This design comes from an exercise in tuning for small area, a short achievable clock period and few clock cycles per item on the open sky130 flow, not from production work.
Only simulation tests tie the RTL to the original design; equivalence was not proved.
No activity file was given, so power comes from the tool's default toggle rates.

==> flow/design.v <==
module teavault_cipher (
    input  wire         clk,
    input  wire         rst,           
    input  wire         in_valid,
    output wire         in_ready,
    input  wire         in_decrypt,    
    input  wire [127:0] in_key,
    input  wire [63:0]  in_block,
    output wire         out_valid,
    input  wire         out_ready,
    output wire [63:0]  out_block
);
    localparam [31:0] DELTA   = 32'h9E3779B9;
    localparam [31:0] INITSUM = 32'h2C15E7F9;    
    function [31:0] add32(input [31:0] x, input [31:0] y, input ci);
        reg [31:0] g, p, gg, pp, gn, pn;
        integer i, l;
        begin
            g = x & y;
            p = x ^ y;
            gg = g; pp = p;
            gg[0] = g[0] | (p[0] & ci);
            for (l = 0; l < 5; l = l + 1) begin
                gn = gg; pn = pp;
                for (i = 0; i < 32; i = i + 1)
                    if (i[l]) begin
                        gn[i] = gg[i] | (pp[i] & gg[((i >> l) << l) - 1]);
                        pn[i] = pp[i] & pp[((i >> l) << l) - 1];
                    end
                gg = gn; pp = pn;
            end
            add32 = p ^ {gg[30:0], ci};
        end
    endfunction
    function [31:0] add32bk(input [31:0] x, input [31:0] y, input ci);
        reg [31:0] g, p, gg, pp;
        integer i, l;
        begin
            g = x & y;
            p = x ^ y;
            gg = g; pp = p;
            gg[0] = g[0] | (p[0] & ci);
            for (l = 0; l < 5; l = l + 1)
                for (i = 0; i < 32; i = i + 1)
                    if (((i + 1) % (2 << l)) == 0) begin
                        gg[i] = gg[i] | (pp[i] & gg[i - (1 << l)]);
                        pp[i] = pp[i] & pp[i - (1 << l)];
                    end
            for (l = 3; l >= 0; l = l - 1)
                for (i = 0; i < 32; i = i + 1)
                    if (((i + 1) % (2 << l)) == (1 << l) && i >= (2 << l)) begin
                        gg[i] = gg[i] | (pp[i] & gg[i - (1 << l)]);
                        pp[i] = pp[i] & pp[i - (1 << l)];
                    end
            add32bk = p ^ {gg[30:0], ci};
        end
    endfunction
    function [31:0] add32sp4(input [31:0] x, input [31:0] y, input ci);
        reg [31:0] g, p;
        reg [31:0] c;   
        reg [31:0] BG, BP, GG, PP, GN, PN;   
        integer i, j, l, nb;
        begin
            g = x & y; p = x ^ y;
            nb = 32 / 4;
            for (i = 0; i < 32 / 4; i = i + 1) begin
                BG[i] = 1'b0; BP[i] = 1'b1;
                for (j = 0; j < 4; j = j + 1) begin
                    BG[i] = g[i*4+j] | (p[i*4+j] & BG[i]);
                    BP[i] = BP[i] & p[i*4+j];
                end
            end
            GG = BG; PP = BP;
            for (l = 0; l < 5; l = l + 1) begin
                GN = GG; PN = PP;
                for (i = 0; i < 32 / 4; i = i + 1)
                    if (i[l]) begin
                        GN[i] = GG[i] | (PP[i] & GG[((i >> l) << l) - 1]);
                        PN[i] = PP[i] & PP[((i >> l) << l) - 1];
                    end
                GG = GN; PP = PN;
            end
            for (i = 0; i < 32 / 4; i = i + 1) begin
                c[i*4] = (i == 0) ? ci : (GG[i-1] | (PP[i-1] & ci));
                for (j = 1; j < 4; j = j + 1)
                    c[i*4+j] = g[i*4+j-1] | (p[i*4+j-1] & c[i*4+j-1]);
            end
            add32sp4 = p ^ c;
        end
    endfunction
    reg        busy;       
    reg        full;       
    reg        ph;         
    reg        last;       
    reg        nz;         
    reg        sub;        
    reg [7:0]  cnt;        
    reg        dec;
    reg [31:0] a, b;       
    reg [31:0] sum;        
    reg [63:0] kp;         
    wire [31:0] ka  = kp[63:32];
    wire [31:0] kb  = kp[31:0];
    wire [31:0] t1, t2, t3;
    tv_add_bk u_t1 (.x(b << 4), .y(ka),  .ci(1'b0), .s(t1));    
    tv_add_bk u_t2 (.x(b),      .y(sum), .ci(1'b0), .s(t2));    
    tv_add_bk u_t3 (.x(b >> 5), .y(kb),  .ci(1'b0), .s(t3));    
    wire [31:0] f   = t1 ^ t2 ^ t3;
    wire [31:0] fx  = (f & {32{nz}}) ^ {32{sub}};    
    wire [31:0] nb  = add32(a, fx, sub);             
    wire [31:0] dd  = {DELTA[31:1] ^ {31{dec}}, 1'b1};    
    assign in_ready  = last;
    assign out_valid = full;
    assign out_block = {a, b};
    always @(posedge clk) begin
        if (dec ^ (busy & ~cnt[0]))
            kp <= in_key[63:0];
        else
            kp <= in_key[127:64];
        if (busy) begin
            a   <= b;
            if (cnt[0])
                sum <= add32bk(sum, dd, 1'b0);
            cnt <= cnt + 8'd1;
            nz  <= (cnt != 8'd127);
            sub <= dec & (cnt != 8'd127);
        end else begin
            if (!full || out_ready)
                a <= ph ? in_block[63:32] : in_block[31:0];
            sum <= dec ? INITSUM : DELTA;
            cnt <= dec ? 8'd255 : 8'd0;
            dec <= in_decrypt;
            nz  <= ph & ~dec;
            sub <= 1'b0;
        end
        if (!full || out_ready)
            b <= nb;
        if (rst) begin
            busy <= 1'b0;
            full <= 1'b0;
            ph   <= 1'b0;
            last <= 1'b0;
        end else if (busy) begin
            last <= ~last & (cnt == (dec ? 8'd127 : 8'd126));
            if (last) begin
                busy <= 1'b0;
                full <= 1'b1;
            end
        end else if (full) begin
            if (out_ready) begin
                full <= 1'b0;
                ph   <= in_valid;
            end
        end else if (ph) begin
            ph   <= 1'b0;
            busy <= 1'b1;
        end else begin
            ph   <= in_valid;
        end
    end
endmodule
module tv_add_bk (
    input  wire [31:0] x,
    input  wire [31:0] y,
    input  wire        ci,
    output wire [31:0] s
);
    wire [31:0] g0 = x & y;
    wire [31:0] p0 = x ^ y;
    wire [31:0] g [0:9];
    wire [31:0] p [0:9];
    assign g[0] = {g0[31:1], g0[0] | (p0[0] & ci)};
    assign p[0] = p0;
    genvar l, i;
    generate
        for (l = 1; l <= 5; l = l + 1) begin : up
            for (i = 0; i < 32; i = i + 1) begin : b
                if (((i + 1) % (1 << l)) == 0) begin : n
                    assign g[l][i] = g[l-1][i] | (p[l-1][i] & g[l-1][i - (1 << (l-1))]);
                    assign p[l][i] = p[l-1][i] & p[l-1][i - (1 << (l-1))];
                end else begin : w
                    assign g[l][i] = g[l-1][i];
                    assign p[l][i] = p[l-1][i];
                end
            end
        end
        for (l = 6; l <= 9; l = l + 1) begin : dn
            for (i = 0; i < 32; i = i + 1) begin : b
                if ((((i + 1) % (1 << (10 - l))) == (1 << (9 - l))) && (i >= (1 << (10 - l)))) begin : n
                    assign g[l][i] = g[l-1][i] | (p[l-1][i] & g[l-1][i - (1 << (9 - l))]);
                    assign p[l][i] = p[l-1][i] & p[l-1][i - (1 << (9 - l))];
                end else begin : w
                    assign g[l][i] = g[l-1][i];
                    assign p[l][i] = p[l-1][i];
                end
            end
        end
    endgenerate
    assign s = p0 ^ {g[9][30:0], ci};
endmodule
==> flow/config.mk <==
export PLATFORM = sky130hd
export DESIGN_NAME = teavault_cipher
export DESIGN_NICKNAME = teavault_cipher
export VERILOG_FILES = /design/flow/design.v
export SDC_FILE = /design/flow/constraint.sdc
export NUM_CORES = 4
export LEC_CHECK = 0
export ABC_AREA = 1
export CAP_MARGIN = 20
export CORE_MARGIN = 2
export CORE_UTILIZATION = 40
export SLEW_MARGIN = 20
export BUFFER_PORTS_ARGS = -buffer_cell sky130_fd_sc_hd__buf_1
export ADDER_MAP_FILE = 
export SETUP_SLACK_MARGIN = 8
export TNS_END_PERCENT = 0
export CTS_ARGS = -sink_clustering_enable -repair_clock_nets -dont_use_dummy_load
==> flow/constraint.sdc <==
create_clock -name core_clock -period 12.0 [get_ports {clk}]
set_input_delay 2.4000 -clock core_clock [delete_from_list [all_inputs] [get_ports {clk}]]
set_output_delay 2.4000 -clock core_clock [all_outputs]
set_load 0.01 [all_outputs]
standard.sh (not shown) runs the stock make flow with config.mk's settings and CLKGATE_MAP_FILE= SYNTH_SCRIPT=/design/flow/synth_recipe.tcl, a recipe that flattens the netlist after the stock synthesis.
==> flow/flow/run.sh <==
#!/bin/bash
# The standard ORFS layout (standard.sh), with these changes to how the
# layout is made (the SDC and clock period stay the standard flow's):
#  - ports are buffered with buf_1 cells instead of delay buffers;
#  - synthesis does not map adders to the library's fa/ha cells (same
#    synthesis script and registers, the adders are left to ABC);
#  - timing repair aims for more setup slack, on the worst path only;
#  - clock tree synthesis (when CTS_ARGS is set below) builds the tree from
#    clkbuf_8 cells and inserts no dummy loads.
# The ORFS logs of every step are kept under orfs/logs, and standard.sh's own
# output in standard.log.
set -e
cat >> "$FLOW_CONFIG" <<'EOC'
export BUFFER_PORTS_ARGS = -buffer_cell sky130_fd_sc_hd__buf_1
export ADDER_MAP_FILE = 
export SETUP_SLACK_MARGIN = 8
export TNS_END_PERCENT = 0
export CTS_ARGS = -sink_clustering_enable -repair_clock_nets -dont_use_dummy_load
EOC
bash standard.sh > standard.log 2>&1
Testbench counts at the start, summed over its fixed seeds: cycles 167,678, items 1,280.
Change:
--- a/flow/flow/run.sh
+++ b/flow/flow/run.sh
@@ -15,5 +15,5 @@
 export ADDER_MAP_FILE = 
-export SETUP_SLACK_MARGIN = 8
+export SETUP_SLACK_MARGIN = 8.2
 export TNS_END_PERCENT = 0
-export CTS_ARGS = -sink_clustering_enable -repair_clock_nets -dont_use_dummy_load
+export CTS_ARGS = -sink_clustering_enable -repair_clock_nets -dont_use_dummy_load -buf_list sky130_fd_sc_hd__clkbuf_8
 EOC
--- a/flow/config.mk
+++ b/flow/config.mk
@@ -14,4 +14,4 @@
 export ADDER_MAP_FILE = 
-export SETUP_SLACK_MARGIN = 8
+export SETUP_SLACK_MARGIN = 8.2
 export TNS_END_PERCENT = 0
-export CTS_ARGS = -sink_clustering_enable -repair_clock_nets -dont_use_dummy_load
+export CTS_ARGS = -sink_clustering_enable -repair_clock_nets -dont_use_dummy_load -buf_list sky130_fd_sc_hd__clkbuf_8
Effect: The new run produced a clean layout; power came out higher by 1.2%; via count goes up by 0.62%; maximum frequency fell by 1.8%; sequential share of layout area decreases by 0.56 points; worst setup slack gets worse by 0.069 ns.
Change:
--- a/flow/flow/run.sh
+++ b/flow/flow/run.sh
@@ -7,4 +7,4 @@
 #  - timing repair aims for more setup slack, on the worst path only;
-#  - clock tree synthesis (when CTS_ARGS is set below) builds the tree from
-#    clkbuf_8 cells and inserts no dummy loads.
+#  - clock tree synthesis (when CTS_ARGS is set below) inserts no dummy
+#    loads.
 # The ORFS logs of every step are kept under orfs/logs, and standard.sh's own
@@ -15,3 +15,3 @@
 export ADDER_MAP_FILE = 
-export SETUP_SLACK_MARGIN = 8.2
+export SETUP_SLACK_MARGIN = 8
 export TNS_END_PERCENT = 0
--- a/flow/config.mk
+++ b/flow/config.mk
@@ -14,3 +14,3 @@
 export ADDER_MAP_FILE = 
-export SETUP_SLACK_MARGIN = 8.2
+export SETUP_SLACK_MARGIN = 8
 export TNS_END_PERCENT = 0
What happened:
- The new run ran to the end with no violations
- sequential share of layout area went up by 0.92 points
- power drops by 4.6%
- die area does not change
- worst setup slack got worse by 0.0085 ns
- clock-buffer cell count does not change
- wire length falls by 1.4%

separate check: timing with driven ports:
In the flow no input, the clock included, has a driving cell. The finished layouts below were timed again as built, in two steps.
Step 1 (the two cells are an assumption about what drives the block):
set clk [get_ports {clk}]
set_driving_cell -lib_cell sky130_fd_sc_hd__clkbuf_16 $clk
set_driving_cell -lib_cell sky130_fd_sc_hd__buf_2 [delete_from_list [all_inputs] $clk]
Step 2, shift: input delay + t, output delay - t, t = (earliest + latest rising clock arrival at the registers) / 2. This alone moves slack from input paths to output paths.
a / b / c = no drivers / after step 1 / after step 2; a / b = the first two.
run	t, ns	setup slack, ns	latest minus earliest clock arrival (ns)
the first run	0.493	8.269 / 8.215 / 8.230	0.028 / 0.027
the second run	0.530	8.200 / 8.151 / 8.239	0.051 / 0.051
the third run	0.528	8.191 / 8.143 / 8.246	0.048 / 0.048
After both steps setup and hold are still met in every run listed. For the first run, which loses most, drivers alone change the setup slack by -0.054 ns; drivers and shift together by -0.039 ns.
